This design comes from an exercise in tuning for small area and a short achievable clock period on the open sky130 flow, not from production work.
Function was checked by simulation only, so behaviour that the tests miss may differ from the original.
No activity file was given, so power comes from the tool's default toggle rates.

Setup of job 101:
==> flow/design.v (excerpt) <==
module freqres4 (
    input  wire        clk,
    input  wire        rst,
    input  wire [2:0]  cmd_op,
    input  wire [1:0]  cmd_ch,
    input  wire [7:0]  cmd_arg0,
    input  wire [7:0]  cmd_arg1,
    input  wire [1:0]  cmd_flags,
    output reg         out_valid,
    output reg  [1:0]  out_ch,
    output wire [10:0] out_freq
);
    localparam OP_NOTE   = 3'd1;
    localparam OP_EFFECT = 3'd2;
    localparam OP_USEINS = 3'd3;
    localparam OP_STEP   = 3'd4;
    localparam DIR_UP    = 2'd1;   
    localparam DIR_DOWN  = 2'd2;   
    localparam DIR_PORTA = 2'd3;   
    wire is_note = (cmd_op == OP_NOTE);
    wire is_eff  = (cmd_op == OP_EFFECT);
    wire is_uses = (cmd_op == OP_USEINS);
    wire is_step = (cmd_op == OP_STEP);
    wire e_arp   = is_eff && (cmd_arg1 == 8'h08);
    wire e_slide = is_eff && (cmd_arg1 == 8'h09 || cmd_arg1 == 8'h0A || cmd_arg1 == 8'h0B);
    wire e_vib   = is_eff && (cmd_arg1 == 8'h0C);
    wire e_vdel  = is_eff && (cmd_arg1 == 8'h0D);
    wire e_tune  = is_eff && (cmd_arg1 == 8'h0E);
    wire [6:0]  c_note [0:3];
    wire [10:0] c_cur  [0:3];
  ...
Size: roughly 2300 cells after synthesis, about 350 flip-flops, ~39 I/O pins, ~21000 µm² of cells after synthesis.
==> flow/config.mk <==
export PLATFORM = sky130hd
export DESIGN_NAME = freqres4
export DESIGN_NICKNAME = freqres4
export VERILOG_FILES = /design/flow/design.v
export SDC_FILE = /design/flow/constraint.sdc
export NUM_CORES = 4
export LEC_CHECK = 0
export ABC_AREA = 1
export CAP_MARGIN = 20
export CORE_MARGIN = 2
export CORE_UTILIZATION = 40
export CTS_BUF_LIST = sky130_fd_sc_hd__clkbuf_8
export CTS_CLUSTER_DIAMETER = 80
export CTS_CLUSTER_SIZE = 12
export SLEW_MARGIN = 20
==> flow/constraint.sdc <==
create_clock -name core_clock -period 15.0 [get_ports {clk}]
set_input_delay 3.0000 -clock core_clock [delete_from_list [all_inputs] [get_ports {clk}]]
set_output_delay 3.0000 -clock core_clock [all_outputs]
set_load 0.01 [all_outputs]
standard.sh (not shown) runs the stock make flow with config.mk's settings and CLKGATE_MAP_FILE= SYNTH_SCRIPT=/design/flow/synth_recipe.tcl, a recipe that flattens the netlist after the stock synthesis.
==> flow/flow/run.sh <==
#!/bin/bash
# Layout flow: the standard ORFS flow (standard synthesis unchanged),
# with timing repair aimed below the clock period and free cell sizing.
#   SETUP_SLACK_MARGIN    repair_timing keeps working until setup slack
#                         reaches this margin (ns) instead of 0: CTS_MARGIN
#                         for the steps up to clock tree synthesis, then
#                         GRT_MARGIN for the repair after global routing
#   MATCH_CELL_FOOTPRINT  0 lets sizing swap cells of different footprints
#   BUFFER_PORTS_ARGS     port buffers as buf_2 instead of delay cells
# Each make run's full output goes to its own log in the work folder
# (flow_make_cts.log, flow_make_finish.log); ORFS keeps each step's log
# under orfs/logs/.
set -euo pipefail
CTS_MARGIN=8.4
GRT_MARGIN=6.5
COMMON=(MATCH_CELL_FOOTPRINT=0 "BUFFER_PORTS_ARGS=-buffer_cell sky130_fd_sc_hd__buf_2")
bash standard.sh "${COMMON[@]}" SETUP_SLACK_MARGIN=$CTS_MARGIN cts > flow_make_cts.log 2>&1
bash standard.sh "${COMMON[@]}" SETUP_SLACK_MARGIN=$GRT_MARGIN finish > flow_make_finish.log 2>&1
Changes in job 102 relative to job 101:
-- flow/flow/run.sh --
<<< job 101, line 12
# under orfs/logs/.
set -euo pipefail
CTS_MARGIN=8.4
GRT_MARGIN=6.5
COMMON=(MATCH_CELL_FOOTPRINT=0 "BUFFER_PORTS_ARGS=-buffer_cell sky130_fd_sc_hd__buf_2")
>>> job 102, line 12
# under orfs/logs/.
set -euo pipefail
CTS_MARGIN=8.25
GRT_MARGIN=6.5
COMMON=(MATCH_CELL_FOOTPRINT=0 "BUFFER_PORTS_ARGS=-buffer_cell sky130_fd_sc_hd__buf_2")
Findings:
All of job 102 and job 101 finish clean.
Relative to job 101, the maximum fanout along the worst path measured on job 102 has increased by a few percent.
Relative to job 101, via count of the first global-routing pass decreased by 356 in job 102.
For job 101, the worst setup path endpoint was q_r[11], unlike job 102, where it was g_ch[1].u_ch.g_tone.r_cur[10].
In the tables for job 102 and job 101, wire length of the first global-routing pass reads higher with job 101.
As far as maximum number of pins on one net before global-route repair goes, job 102 and job 101 are indistinguishable; the numbers are identical.
Against job 101, job 102 comes in 0.17 ns lower on critical path data arrival time.

freqres4, a different RTL version from the one above (not shown whole).
Size: roughly 2300 cells after synthesis, roughly 320 flip-flops, about 39 I/O pins, about 20000 sq um of cells after synthesis.
Design freqres4, start of the top module:
module freqres4 (
    input  wire        clk,
    input  wire        rst,
    input  wire [2:0]  cmd_op,
    input  wire [1:0]  cmd_ch,
    input  wire [7:0]  cmd_arg0,
    input  wire [7:0]  cmd_arg1,
    input  wire [1:0]  cmd_flags,
    output reg         out_valid,
    output reg  [1:0]  out_ch,
    output wire [10:0] out_freq
);
==> flow/config.mk <==
export PLATFORM = sky130hd
export DESIGN_NAME = freqres4
export DESIGN_NICKNAME = freqres4
export VERILOG_FILES = /design/flow/design.v
export SDC_FILE = /design/flow/constraint.sdc
export NUM_CORES = 4
export LEC_CHECK = 0
export ABC_AREA = 1
export CAP_MARGIN = 20
export CORE_MARGIN = 2
export CORE_UTILIZATION = 40
export CTS_BUF_LIST = sky130_fd_sc_hd__clkbuf_8
export CTS_CLUSTER_DIAMETER = 80
export CTS_CLUSTER_SIZE = 12
export SLEW_MARGIN = 20
==> flow/constraint.sdc <==
create_clock -name core_clock -period 15.0 [get_ports {clk}]
set_input_delay 3.0000 -clock core_clock [delete_from_list [all_inputs] [get_ports {clk}]]
set_output_delay 3.0000 -clock core_clock [all_outputs]
set_load 0.01 [all_outputs]
==> flow/flow/run.sh <==
#!/bin/bash
# Layout flow: the standard ORFS flow (standard synthesis unchanged),
# with timing repair aimed below the clock period and free cell sizing.
#   SETUP_SLACK_MARGIN    repair_timing keeps working until setup slack
#                         reaches this margin (ns) instead of 0: CTS_MARGIN
#                         for the steps up to clock tree synthesis, then
#                         GRT_MARGIN for the repair after global routing
#   MATCH_CELL_FOOTPRINT  0 lets sizing swap cells of different footprints
#   BUFFER_PORTS_ARGS     port buffers as buf_2 instead of delay cells
# Each make run's full output goes to its own log in the work folder
# (flow_make_cts.log, flow_make_finish.log); ORFS keeps each step's log
# under orfs/logs/.
set -euo pipefail
CTS_MARGIN=7.9
GRT_MARGIN=6.5
COMMON=(MATCH_CELL_FOOTPRINT=0 "BUFFER_PORTS_ARGS=-buffer_cell sky130_fd_sc_hd__buf_2")
bash standard.sh "${COMMON[@]}" SETUP_SLACK_MARGIN=$CTS_MARGIN cts > flow_make_cts.log 2>&1
bash standard.sh "${COMMON[@]}" SETUP_SLACK_MARGIN=$GRT_MARGIN finish > flow_make_finish.log 2>&1
The starting point went through all stages and came out clean.
Rerun with:
--- a/flow/flow/run.sh
+++ b/flow/flow/run.sh
@@ -14 +14 @@
-CTS_MARGIN=7.9
+CTS_MARGIN=7.75
The changed run passed the timing, design-rule and antenna checks.
Wire length goes up by 2.5%.
Setup slack is better by 0.11 ns.
Power decreases by about 4%.
Die area stays the same.
Count of clock-buffer cells in the layout stays the same.
Utilization drops by 0.38 points.
Clock power goes down by about 2%.

freqres4, a different RTL version from the one above (not shown whole).
Size: about 39 I/O pins, about 21000 um^2 of cells after synthesis.
## freqres4
module freqres4 (
    input  wire        clk,
    input  wire        rst,
    input  wire [2:0]  cmd_op,
    input  wire [1:0]  cmd_ch,
    input  wire [7:0]  cmd_arg0,
    input  wire [7:0]  cmd_arg1,
    input  wire [1:0]  cmd_flags,
    output reg         out_valid,
    output reg  [1:0]  out_ch,
    output wire [10:0] out_freq
);
Settings: LEC_CHECK=0, ABC_AREA=1, CAP_MARGIN=20, CORE_MARGIN=2, CORE_UTILIZATION=40, CTS_BUF_LIST=sky130_fd_sc_hd__clkbuf_8, CTS_CLUSTER_DIAMETER=80, CTS_CLUSTER_SIZE=12, SLEW_MARGIN=20; clock period 15.0 ns.
==> flow/flow/run.sh <==
#!/bin/bash
# Layout flow: the standard ORFS flow (standard synthesis unchanged),
# with timing repair aimed below the clock period and free cell sizing.
#   SETUP_SLACK_MARGIN    repair_timing keeps working until setup slack
#                         reaches this margin (ns) instead of 0: CTS_MARGIN
#                         for the steps up to clock tree synthesis, then
#                         GRT_MARGIN for the repair after global routing
#   MATCH_CELL_FOOTPRINT  0 lets sizing swap cells of different footprints
#   BUFFER_PORTS_ARGS     port buffers as buf_2 instead of delay cells
# Each make run's full output goes to its own log in the work folder
# (flow_make_cts.log, flow_make_finish.log); ORFS keeps each step's log
# under orfs/logs/.
set -euo pipefail
CTS_MARGIN=8
GRT_MARGIN=6.5
COMMON=(MATCH_CELL_FOOTPRINT=0 "BUFFER_PORTS_ARGS=-buffer_cell sky130_fd_sc_hd__buf_2")
bash standard.sh "${COMMON[@]}" SETUP_SLACK_MARGIN=$CTS_MARGIN cts > flow_make_cts.log 2>&1
bash standard.sh "${COMMON[@]}" SETUP_SLACK_MARGIN=$GRT_MARGIN finish > flow_make_finish.log 2>&1
Rerun with:
--- a/flow/flow/run.sh
+++ b/flow/flow/run.sh
@@ -12,5 +12,5 @@
 # under orfs/logs/.
 set -euo pipefail
-CTS_MARGIN=8
+CTS_MARGIN=7.75
 GRT_MARGIN=6.5
 COMMON=(MATCH_CELL_FOOTPRINT=0 "BUFFER_PORTS_ARGS=-buffer_cell sky130_fd_sc_hd__buf_2")
Outcome: Die area stays the same; power decreases by 5.2%; cell area decreases by 1.2%; non-clock buffer count decreases by 10; first-iteration DRC count increases by 3.8%; clock power barely changes.

Another version of the RTL of freqres4 (not shown whole).
Size in the first run: roughly 2,200 cells after synthesis, roughly 320 flip-flops, roughly 39 I/O pins.
// freqres4
module freqres4 (
    input  wire        clk,
    input  wire        rst,
    input  wire [2:0]  cmd_op,
    input  wire [1:0]  cmd_ch,
    input  wire [7:0]  cmd_arg0,
    input  wire [7:0]  cmd_arg1,
    input  wire [1:0]  cmd_flags,
    output reg         out_valid,
    output reg  [1:0]  out_ch,
    output wire [10:0] out_freq
);
    localparam OP_NOTE   = 3'd1;
    localparam OP_EFFECT = 3'd2;
    localparam OP_USEINS = 3'd3;
    localparam OP_STEP   = 3'd4;
    localparam DIR_UP    = 2'd1;   
    localparam DIR_DOWN  = 2'd2;   
    localparam DIR_PORTA = 2'd3;   
    wire is_note = (cmd_op == OP_NOTE);
    wire is_eff  = (cmd_op == OP_EFFECT);
    wire is_uses = (cmd_op == OP_USEINS);
    wire is_step = (cmd_op == OP_STEP);
    wire e_arp   = is_eff && (cmd_arg1 == 8'h08);
    wire e_slide = is_eff && (cmd_arg1 == 8'h09 || cmd_arg1 == 8'h0A || cmd_arg1 == 8'h0B);
    wire e_vib   = is_eff && (cmd_arg1 == 8'h0C);
    wire e_vdel  = is_eff && (cmd_arg1 == 8'h0D);
  ...
export LEC_CHECK = 0
export ABC_AREA = 1
export CAP_MARGIN = 20
export CORE_MARGIN = 2
export CORE_UTILIZATION = 40
export CTS_BUF_LIST = sky130_fd_sc_hd__clkbuf_8
export CTS_CLUSTER_DIAMETER = 80
export CTS_CLUSTER_SIZE = 12
export SLEW_MARGIN = 20
create_clock -name core_clock -period 15.0 [get_ports {clk}]
==> flow/flow/run.sh <==
#!/bin/bash
# Layout flow: the standard ORFS flow (standard synthesis unchanged),
# with timing repair aimed below the clock period and free cell sizing.
#   SETUP_SLACK_MARGIN    repair_timing keeps working until setup slack
#                         reaches this margin (ns) instead of 0: CTS_MARGIN
#                         for the steps up to clock tree synthesis, then
#                         GRT_MARGIN for the repair after global routing
#   MATCH_CELL_FOOTPRINT  0 lets sizing swap cells of different footprints
#   BUFFER_PORTS_ARGS     port buffers as buf_2 instead of delay cells
# Each make run's full output goes to its own log in the work folder
# (flow_make_cts.log, flow_make_finish.log); ORFS keeps each step's log
# under orfs/logs/.
set -euo pipefail
CTS_MARGIN=7.5
GRT_MARGIN=6.5
COMMON=(MATCH_CELL_FOOTPRINT=0 "BUFFER_PORTS_ARGS=-buffer_cell sky130_fd_sc_hd__buf_2")
bash standard.sh "${COMMON[@]}" SETUP_SLACK_MARGIN=$CTS_MARGIN cts > flow_make_cts.log 2>&1
bash standard.sh "${COMMON[@]}" SETUP_SLACK_MARGIN=$GRT_MARGIN finish > flow_make_finish.log 2>&1
The baseline finished clean.
Next try:
==> flow/flow/run.sh (replaced) <==
#!/bin/bash
# Layout flow: the standard ORFS flow (standard synthesis unchanged),
# with timing repair aimed below the clock period and free cell sizing.
#   SETUP_SLACK_MARGIN    repair_timing keeps working until setup slack
#                         reaches this margin (ns) instead of 0
#   MATCH_CELL_FOOTPRINT  0 lets sizing swap cells of different footprints
#   BUFFER_PORTS_ARGS     port buffers as buf_2 instead of delay cells
# The full make output goes to flow_make.log in the work folder; ORFS keeps
# each step's log under orfs/logs/.
set -euo pipefail
MARGIN=${FLOW_SETUP_MARGIN:-7.75}
bash standard.sh \
    SETUP_SLACK_MARGIN=$MARGIN \
    MATCH_CELL_FOOTPRINT=0 \
    "BUFFER_PORTS_ARGS=-buffer_cell sky130_fd_sc_hd__buf_2" \
    finish > flow_make.log 2>&1
Settings changed: CORE_UTILIZATION 40 to 65, CTS_BUF_LIST sky130_fd_sc_hd__clkbuf_8 to sky130_fd_sc_hd__clkbuf_16, CTS_CLUSTER_DIAMETER 80 to 120, CTS_CLUSTER_SIZE 12 to 20.
- worst hold slack gets worse by 0.017 ns
- die area is lower by 38%
- sequential cell count is unchanged
- maximum frequency is higher by 4.8%
- synthesized area does not change
Next try:
==> flow/flow/run.sh (replaced) <==
#!/bin/bash
# Layout flow: the standard ORFS flow (standard synthesis unchanged),
# with timing repair aimed below the clock period and free cell sizing.
#   SETUP_SLACK_MARGIN    repair_timing keeps working until setup slack
#                         reaches this margin (ns) instead of 0: CTS_MARGIN
#                         for the steps up to clock tree synthesis, then
#                         GRT_MARGIN for the repair after global routing
#   MATCH_CELL_FOOTPRINT  0 lets sizing swap cells of different footprints
#   BUFFER_PORTS_ARGS     port buffers as buf_2 instead of delay cells
# Each make run's full output goes to its own log in the work folder
# (flow_make_cts.log, flow_make_finish.log); ORFS keeps each step's log
# under orfs/logs/.
set -euo pipefail
CTS_MARGIN=7.75
GRT_MARGIN=7
COMMON=(MATCH_CELL_FOOTPRINT=0 "BUFFER_PORTS_ARGS=-buffer_cell sky130_fd_sc_hd__buf_2")
bash standard.sh "${COMMON[@]}" SETUP_SLACK_MARGIN=$CTS_MARGIN cts > flow_make_cts.log 2>&1
bash standard.sh "${COMMON[@]}" SETUP_SLACK_MARGIN=$GRT_MARGIN finish > flow_make_finish.log 2>&1
Settings changed: CORE_UTILIZATION 65 to 40.
Cell area is lower by 5.2%.
First-iteration DRC count goes down by 45%.
Die area came out higher by about 60%.
Next try:
--- a/flow/flow/run.sh
+++ b/flow/flow/run.sh
@@ -14,2 +14,2 @@
-CTS_MARGIN=7.75
-GRT_MARGIN=7
+CTS_MARGIN=7.5
+GRT_MARGIN=6.5
Outcome:
- The new run passed the timing, design-rule and antenna checks
- total power goes down by 5.9%
- sequential share of layout area goes up by 1.6 points
- fmax goes down by 3.5%
- wire length goes down by 5.5%
- die area does not change
- cell count goes down by 2.1%
- synthesized area stays the same

[port drivers added, routing unchanged]
The results above use ideal ports. As a check the final layouts listed here were re-extracted and re-timed, cells and wires unchanged.
Step 1 sets driving cells, clkbuf_16 on the clock port and buf_2 on the other inputs (assumed; they add their load-dependent delay and slew).
Step 2 times the ports against the registers' clock, not the clock port: input delays grow and output delays shrink by t, the midpoint of the rising clock arrivals with the driver on.
a / b / c = no drivers / after step 1 / after step 2; a / b = the first two.
| run | t, ns | slack for setup (ns) | clock arrival spread, ns | pins driven straight from the clock port |
|---|---|---|---|---|
| job 101 | 0.611 | 8.265 / 8.260 / 7.648 | 0.043 / 0.043 | 1 |
| job 102 | 0.620 | 8.222 / 8.233 / 7.613 | 0.037 / 0.036 | 1 |
| the first run of note 2 | 0.684 | 7.513 / 7.528 / 6.844 | 0.040 / 0.040 | 1 |
| the second run of note 2 | 0.687 | 7.623 / 7.629 / 6.942 | 0.037 / 0.036 | 1 |
| the first run of note 3 | 0.654 | 7.909 / 7.890 / 7.277 | 0.077 / 0.077 | 1 |
| the second run of note 3 | 0.631 | 7.609 / 7.639 / 7.008 | 0.060 / 0.060 | 1 |
| the first run of note 4 | 0.674 | 7.315 / 7.315 / 6.640 | 0.043 / 0.043 | 1 |
| the second run of note 4 | 0.577 | 7.670 / 7.493 / 6.917 | 0.025 / 0.025 | 1 |
| the third run of note 4 | 0.585 | 7.605 / 7.423 / 6.838 | 0.014 / 0.014 | 1 |
| the fourth run of note 4 | 0.589 | 7.336 / 7.340 / 6.751 | 0.027 / 0.027 | 1 |
After both steps every run listed still meets setup and hold. For the third run of note 4, which loses most, drivers alone change the setup slack by -0.182 ns; drivers and shift together by -0.767 ns.
